Source: an optimization exercise on an open RTL-to-GDS flow (aim: small area, a short achievable clock period and few clock cycles). Production flows keep margins and buffers that such runs may drop.
Only simulation tests tie the RTL to the original design; equivalence was not proved.

==> flow/design.v <==
module mdfu_ser_rx (
    input  wire       clk,
    input  wire       rst,         
    input  wire       dir_rsp,     
    input  wire       in_valid,
    input  wire [7:0] in_byte,
    output wire       in_ready,
    output wire       res_valid,
    input  wire       res_ready,
    output reg  [3:0] res_kind,    
    output reg  [3:0] res_sub,     
    output reg  [4:0] res_seq,
    output reg        res_flag,    
    output reg  [7:0] res_code,    
    output reg  [5:0] res_len,     
    input  wire [5:0] rd_addr,
    output wire [7:0] rd_data
);
    localparam CAP = 64;           
    localparam [7:0] START = 8'h56;
    localparam [7:0] END   = 8'h9E;
    localparam [7:0] ESC   = 8'hCC;
    localparam [3:0] K_PKT      = 4'h0;
    localparam [3:0] K_CHECKSUM = 4'h1;
    localparam [3:0] K_BADCMD   = 4'h3;
    localparam [3:0] K_BADSTS   = 4'h4;
    localparam [3:0] K_FRAMING  = 4'h6;
    localparam [3:0] K_SHORT    = 4'h7;
    localparam [3:0] FE_BAD_ESCAPE = 4'h3;
    localparam [3:0] FE_TOO_SHORT  = 4'h4;
    localparam [3:0] FE_OVERFLOW   = 4'h6;
    localparam [2:0] S_IDLE   = 3'd0,
                     S_DEC    = 3'd1,
                     S_UNESC  = 3'd2,
                     S_CSUM   = 3'd3,
                     S_DECODE = 3'd4,
                     S_RESULT = 3'd5;
    reg [2:0]  state;
    reg [7:0]  buf_mem [0:CAP-1];
    reg [6:0]  cnt;         
    reg [6:0]  rp;          
    reg [6:0]  wp;          
    reg [15:0] sum;
    assign in_ready  = (state == S_IDLE) || (state == S_DEC);
    assign res_valid = (state == S_RESULT);
    wire [7:0] rd_a = buf_mem[rp[5:0]];
    wire [7:0] rd_b = buf_mem[rp[5:0] + 6'd1];
    assign rd_data = buf_mem[rd_addr + 6'd2];
    wire       esc_ok   = (rd_b == 8'hA9) || (rd_b == 8'h61) || (rd_b == 8'h33);
    wire [6:0] pay_len  = wp - 7'd2;         
    wire [15:0] rx_csum = {rd_b, rd_a};      
    wire [7:0] code_b   = rd_b;              
    wire       code_ok  = (code_b >= 8'h01) && (code_b <= 8'h05);
    task set_error(input [3:0] kind, input [3:0] sub);
        begin
            res_kind <= kind;
            res_sub  <= sub;
            state    <= S_RESULT;
        end
    endtask
    always @(posedge clk) begin
        if (rst) begin
            state    <= S_IDLE;
            cnt      <= 7'd0;
            rp       <= 7'd0;
            wp       <= 7'd0;
            sum      <= 16'd0;
            res_kind <= 4'd0;
            res_sub  <= 4'd0;
            res_seq  <= 5'd0;
            res_flag <= 1'b0;
            res_code <= 8'd0;
            res_len  <= 6'd0;
        end else begin
            case (state)
                S_IDLE: begin
                    if (in_valid && in_byte == START) begin
                        state <= S_DEC;
                        cnt   <= 7'd0;
                    end
                end
                S_DEC: begin
                    if (in_valid) begin
                        if (in_byte == START) begin
                            cnt <= 7'd0;
                        end else if (in_byte == END) begin
                            state <= S_UNESC;
                            rp    <= 7'd0;
                            wp    <= 7'd0;
                        end else if (cnt == CAP) begin
                            set_error(K_FRAMING, FE_OVERFLOW);
                        end else begin
                            buf_mem[cnt[5:0]] <= in_byte;
                            cnt <= cnt + 7'd1;
                        end
                    end
                end
                S_UNESC: begin
                    if (rp == cnt) begin
                        state <= S_CSUM;
                        rp    <= 7'd0;
                        sum   <= 16'd0;
                    end else if (rd_a == ESC) begin
                        if (rp + 7'd1 == cnt || !esc_ok) begin
                            set_error(K_FRAMING, FE_BAD_ESCAPE);
                        end else begin
                            buf_mem[wp[5:0]] <= ~rd_b;
                            wp <= wp + 7'd1;
                            rp <= rp + 7'd2;
                        end
                    end else if (rd_a == START || rd_a == END) begin
                        set_error(K_FRAMING, FE_BAD_ESCAPE);
                    end else begin
                        buf_mem[wp[5:0]] <= rd_a;
                        wp <= wp + 7'd1;
                        rp <= rp + 7'd1;
                    end
                end
                S_CSUM: begin
                    if (wp < 7'd2) begin
                        set_error(K_FRAMING, FE_TOO_SHORT);
                    end else if (rp == pay_len) begin
                        if (~sum != rx_csum) begin
                            set_error(K_CHECKSUM, 4'd0);
                        end else begin
                            state <= S_DECODE;
                            rp    <= 7'd0;
                        end
                    end else begin
                        if (rp[0])
                            sum <= sum + {rd_a, 8'h00};
                        else
                            sum <= sum + {8'h00, rd_a};
                        rp <= rp + 7'd1;
                    end
                end
                S_DECODE: begin
                    if (pay_len < 7'd2) begin
                        set_error(K_SHORT, 4'd0);
                    end else if (!code_ok) begin
                        set_error(dir_rsp ? K_BADSTS : K_BADCMD, 4'd0);
                    end else begin
                        res_kind <= K_PKT;
                        res_sub  <= 4'd0;
                        res_seq  <= rd_a[4:0];
                        res_flag <= dir_rsp ? rd_a[6] : rd_a[7];
                        res_code <= code_b;
                        res_len  <= pay_len[5:0] - 6'd2;
                        state    <= S_RESULT;
                    end
                end
                S_RESULT: begin
                    if (res_ready)
                        state <= S_IDLE;
                end
                default: state <= S_IDLE;
            endcase
        end
    end
endmodule
==> flow/run.sh <==
#!/bin/bash
# synth_recipe.tcl (not shown) runs the flow's synth.tcl, then flattens the netlist and writes it again
# the make line also repeats each setting of config.mk as NAME=value (left out here)
make -C /OpenROAD-flow-scripts/flow DESIGN_CONFIG=/design/flow/config.mk WORK_HOME=/design/flow/orfs CLKGATE_MAP_FILE= SYNTH_SCRIPT=/design/flow/synth_recipe.tcl finish
==> flow/config.mk <==
export PLATFORM = sky130hd
export DESIGN_NAME = mdfu_ser_rx
export DESIGN_NICKNAME = mdfu_ser_rx
export VERILOG_FILES = /design/flow/design.v
export SDC_FILE = /design/flow/constraint.sdc
export NUM_CORES = 4
export LEC_CHECK = 0
export CAP_MARGIN = 20
export CORE_MARGIN = 2
export CORE_UTILIZATION = 40
export SLEW_MARGIN = 20
==> flow/constraint.sdc <==
create_clock -name core_clock -period 10.0 [get_ports {clk}]
set_input_delay 2.0000 -clock core_clock [delete_from_list [all_inputs] [get_ports {clk}]]
set_output_delay 2.0000 -clock core_clock [all_outputs]
set_load 0.01 [all_outputs]
==> results.txt <==
[kinds of logic (layout without fill, tap and decap cells)]
| logic type | after synthesis | count (layout) | share of synthesized area |
|---|---|---|---|
| XOR/XNOR | 53 | 53 | 0.0140 |
| other | 1 | 9 | 0.000109 |
| multiplexers | 504 | 504 | 0.299 |
| adder cells (fa/ha/maj) | 29 | 29 | 0.0110 |
| flip-flops | 584 | 584 | 0.491 |
| AO/OA/AOI/OAI | 319 | 319 | 0.0668 |
| AND/OR/NAND/NOR | 610 | 610 | 0.0848 |
| buffers and inverters | 217 | 280 | 0.0336 |
[cells in the mapped netlist, types with 46 or more instances]
cell,instances
buf_2,46
nand2_1,164
dfxtp_1,72
edfxtp_1,512
clkbuf_1,69
mux2i_1,77
a21oi_1,60
o21ai_0,66
mux4_2,398
nor2_1,185
nand3_1,76
[worst register-to-register path, stage by stage, from the launching register on]
cell       delay (ps)
dfxtp_1           760
ha_1              450
and3_1            240
a21boi_2          630
or2_0             900
nand3_1           440
o2111ai_1         450
nand2_1           190
nor4_2            310
o211ai_2          160
a211o_2           760
o32a_4            670
nor2_1            990
[sequential cells by signal, indices dropped and copies added (netlist names), named ones only]
name      cells
buf_mem     512
cnt           7
res_code      8
res_flag      1
res_kind      3
res_len       6
res_seq       5
res_sub       3
rp            7
state         3
sum          16
wp            7
[area by class of cell]
type                    count  share of cell area
inverters                  34             0.00334
repair buffers            128              0.0302
well taps                1144              0.0375
clock buffers              81              0.0466
flip-flops and latches    584               0.441
clock inverters            37              0.0107
diodes                      7            0.000459
multi-input cells        1517               0.430
[power by group through the flow]
stage	sequential [uW]	clock (uW)	combinational, uW
after CTS	2650	2520	289
after floorplan	2700	0	171
after global placement	2700	0	284
after global routing	2650	2600	305
after detailed placement	2700	0	287
final	2650	2490	296
[layer usage]
metal  vias up  wire [um]  share of wire  track usage
met5         -         54        0.00046            0
met4         8       6550          0.055        0.131
met3       330      15100           0.13       0.0800
met2      1711      54300           0.46        0.418
met1     12100      42400           0.36        0.351
li1       9578          -              -            -
[final timing paths]
check	from	to	slack, ps
hold reg to reg	res_len[1]	res_len[1]	460
hold / removal	res_len[1]	res_len[1]	460
setup / recovery	rd_addr[1]	rd_data[3]	2180
setup reg to reg	rp[2]	buf_mem[7][7]	2640
[through the flow]
| step | utilization | hold WS, ps |
|---|---|---|
| finish | 0.449 | 459 |
| global route | 0.449 | 481 |
| CTS | 0.448 | 463 |
| detailed placement | 0.423 | 454 |
| global placement | 0.423 | 446 |
| floorplan | - | 480 |
==> results.ini <==
[outcome]
status=finished clean

[grt]
grt_max_degree=91
grt_overflow=0
grt_antenna_before_repair=6
grt_first_pass_wirelength_um=169000
grt_pass1_vias=23200
grt_usage=0.271

[placement]
dp_hpwl_um=79200
place_area_sq_mm=0.0359
dp_cells=3406
portBuffers=54
pre_cts_slack_ps=2200
gp_congestion=0.996

[worst_setup_path]
crit_path_max_incr_delay_ps=740
crit_family=buffers and inverters
endpoint_kind=primary output
slowest_stage=mux4_2
path_depth=7
worst-path-max-fanout=83
critPathLaunchType=input port
crit_type=input port to primary output
worst-r2r-cell-count=12
arrival_ps=5820
path_cells=buf_6 -> ha_1 -> xor2_4 -> buf_4 -> mux4_2 -> mux4_2 -> clkdlybuf4s50_1
cp.required_ps=8000
path_common_cell=mux4_2
crit_buf_inv=3

[pwr]
power_switching_uw=1210
total_power_uw=5440
clkPwrFrac=0.458
p_leak_uw=0.0117
power_frac_seq=0.488
ir_drop_mv=0.146
swShare=0.223
internal_power_uw=4220
p_comb_frac=0.054
p_per_area_mw_per_mm2=142

[sta]
relSlewSlack=0.189
tightest_slew_ps=1210
grt_setup_unrepaired=no
maxSlewViolCount=0
finalCritPeriodShare=0.782
finClkSkew_ps=36.3
fmax_mhz=128
fin_setup_tns_ps=0
hold_viol_final=0
fin_crit_ps=7820
worst_slack_ps=2180
setup_viol=0

[clocking]
cts_hold_buf=0
htree_levels=3
post_cts_buffers=0
clk_latency_ps=630
cts_tree=done
clk_pin_slew_ps=60
clock_path_buffers=3
cts_resized=0
ctsRootBufferMaster=clkbuf_16
cts_buffers=66
numClockSinks=584

[floorplanning]
die_area_sq_mm=0.0880
io_pins=57
die-height_um=297
fp.dieW_um=297
core_sq_mm=0.0850
start_util=0.403
rows=107

[route]
antenna_left=0
via_per_inst=6.72
drcViolationCount=0
first_pass_iters=8
vias=23800
drtIter0Drc=3356
drt_wl_total_um=118000
wl_per_cell_um=33.5

[final_layout]
layout_commonest_cell=edfxtp_1
syn_to_final_growth_pct=11.4
final_nets=2379
multiInputGateArea_sq_mm=0.0164
stdcell_area_sq_mm=0.0382
final_cells=3532
n_fill_cell=7394
mostFrequentLayoutCells=512 x edfxtp_1, 398 x mux4_2, 182 x nor2_1, 164 x nand2_1
seq_area_sq_mm=0.0168
drive_gt1_frac=0.274

[hold_path]
min_path_cells=2
hp-class=flip-flop to flip-flop

[synth]
seq_area_frac_synth=0.491
synth_seq_cells=584
netlist_area_sq_mm=0.0343
syn_inst=2317
yosysTopAreaCellShare=0.449
ys.flop_type=edfxtp_1
synth_edf_count=512
ys_warn_count=1
async_reset_ff_frac=0
synth_area_leader_cell=edfxtp_1
synth.area.top_cells=edfxtp_1 45%, mux4_2 26%, dfxtp_1 4.2%, mux2i_1 2.3%, nor2_1 2.0%
ys_types=93
syn_area_per_cell_sq_um=14.8

[run]
maxCapViolCount=0

Testbench counts, summed over its fixed seeds: cycles 90,149.

-- port drivers added, routing unchanged --
The results above use ideal ports. As a check the final layout listed here was re-extracted and re-timed, cells and wires unchanged.
Step 1, drivers: a clkbuf_16 drives clk and a buf_2 each remaining input, both assumed.
Step 2, shift: input delay + t, output delay - t, t = (earliest + latest rising clock arrival at the registers) / 2. This alone moves slack from input paths to output paths.
Slacks: ideal / step 1 / step 2; pairs: ideal / step 1.
t, ns: 0.684
setup slack, ns: 2.175 / 2.135 / 2.135
cell pins on the clock port's net: 1
After both steps setup and hold are still met in this run. For this run, drivers alone change the setup slack by -0.040 ns; drivers and shift together by -0.040 ns.
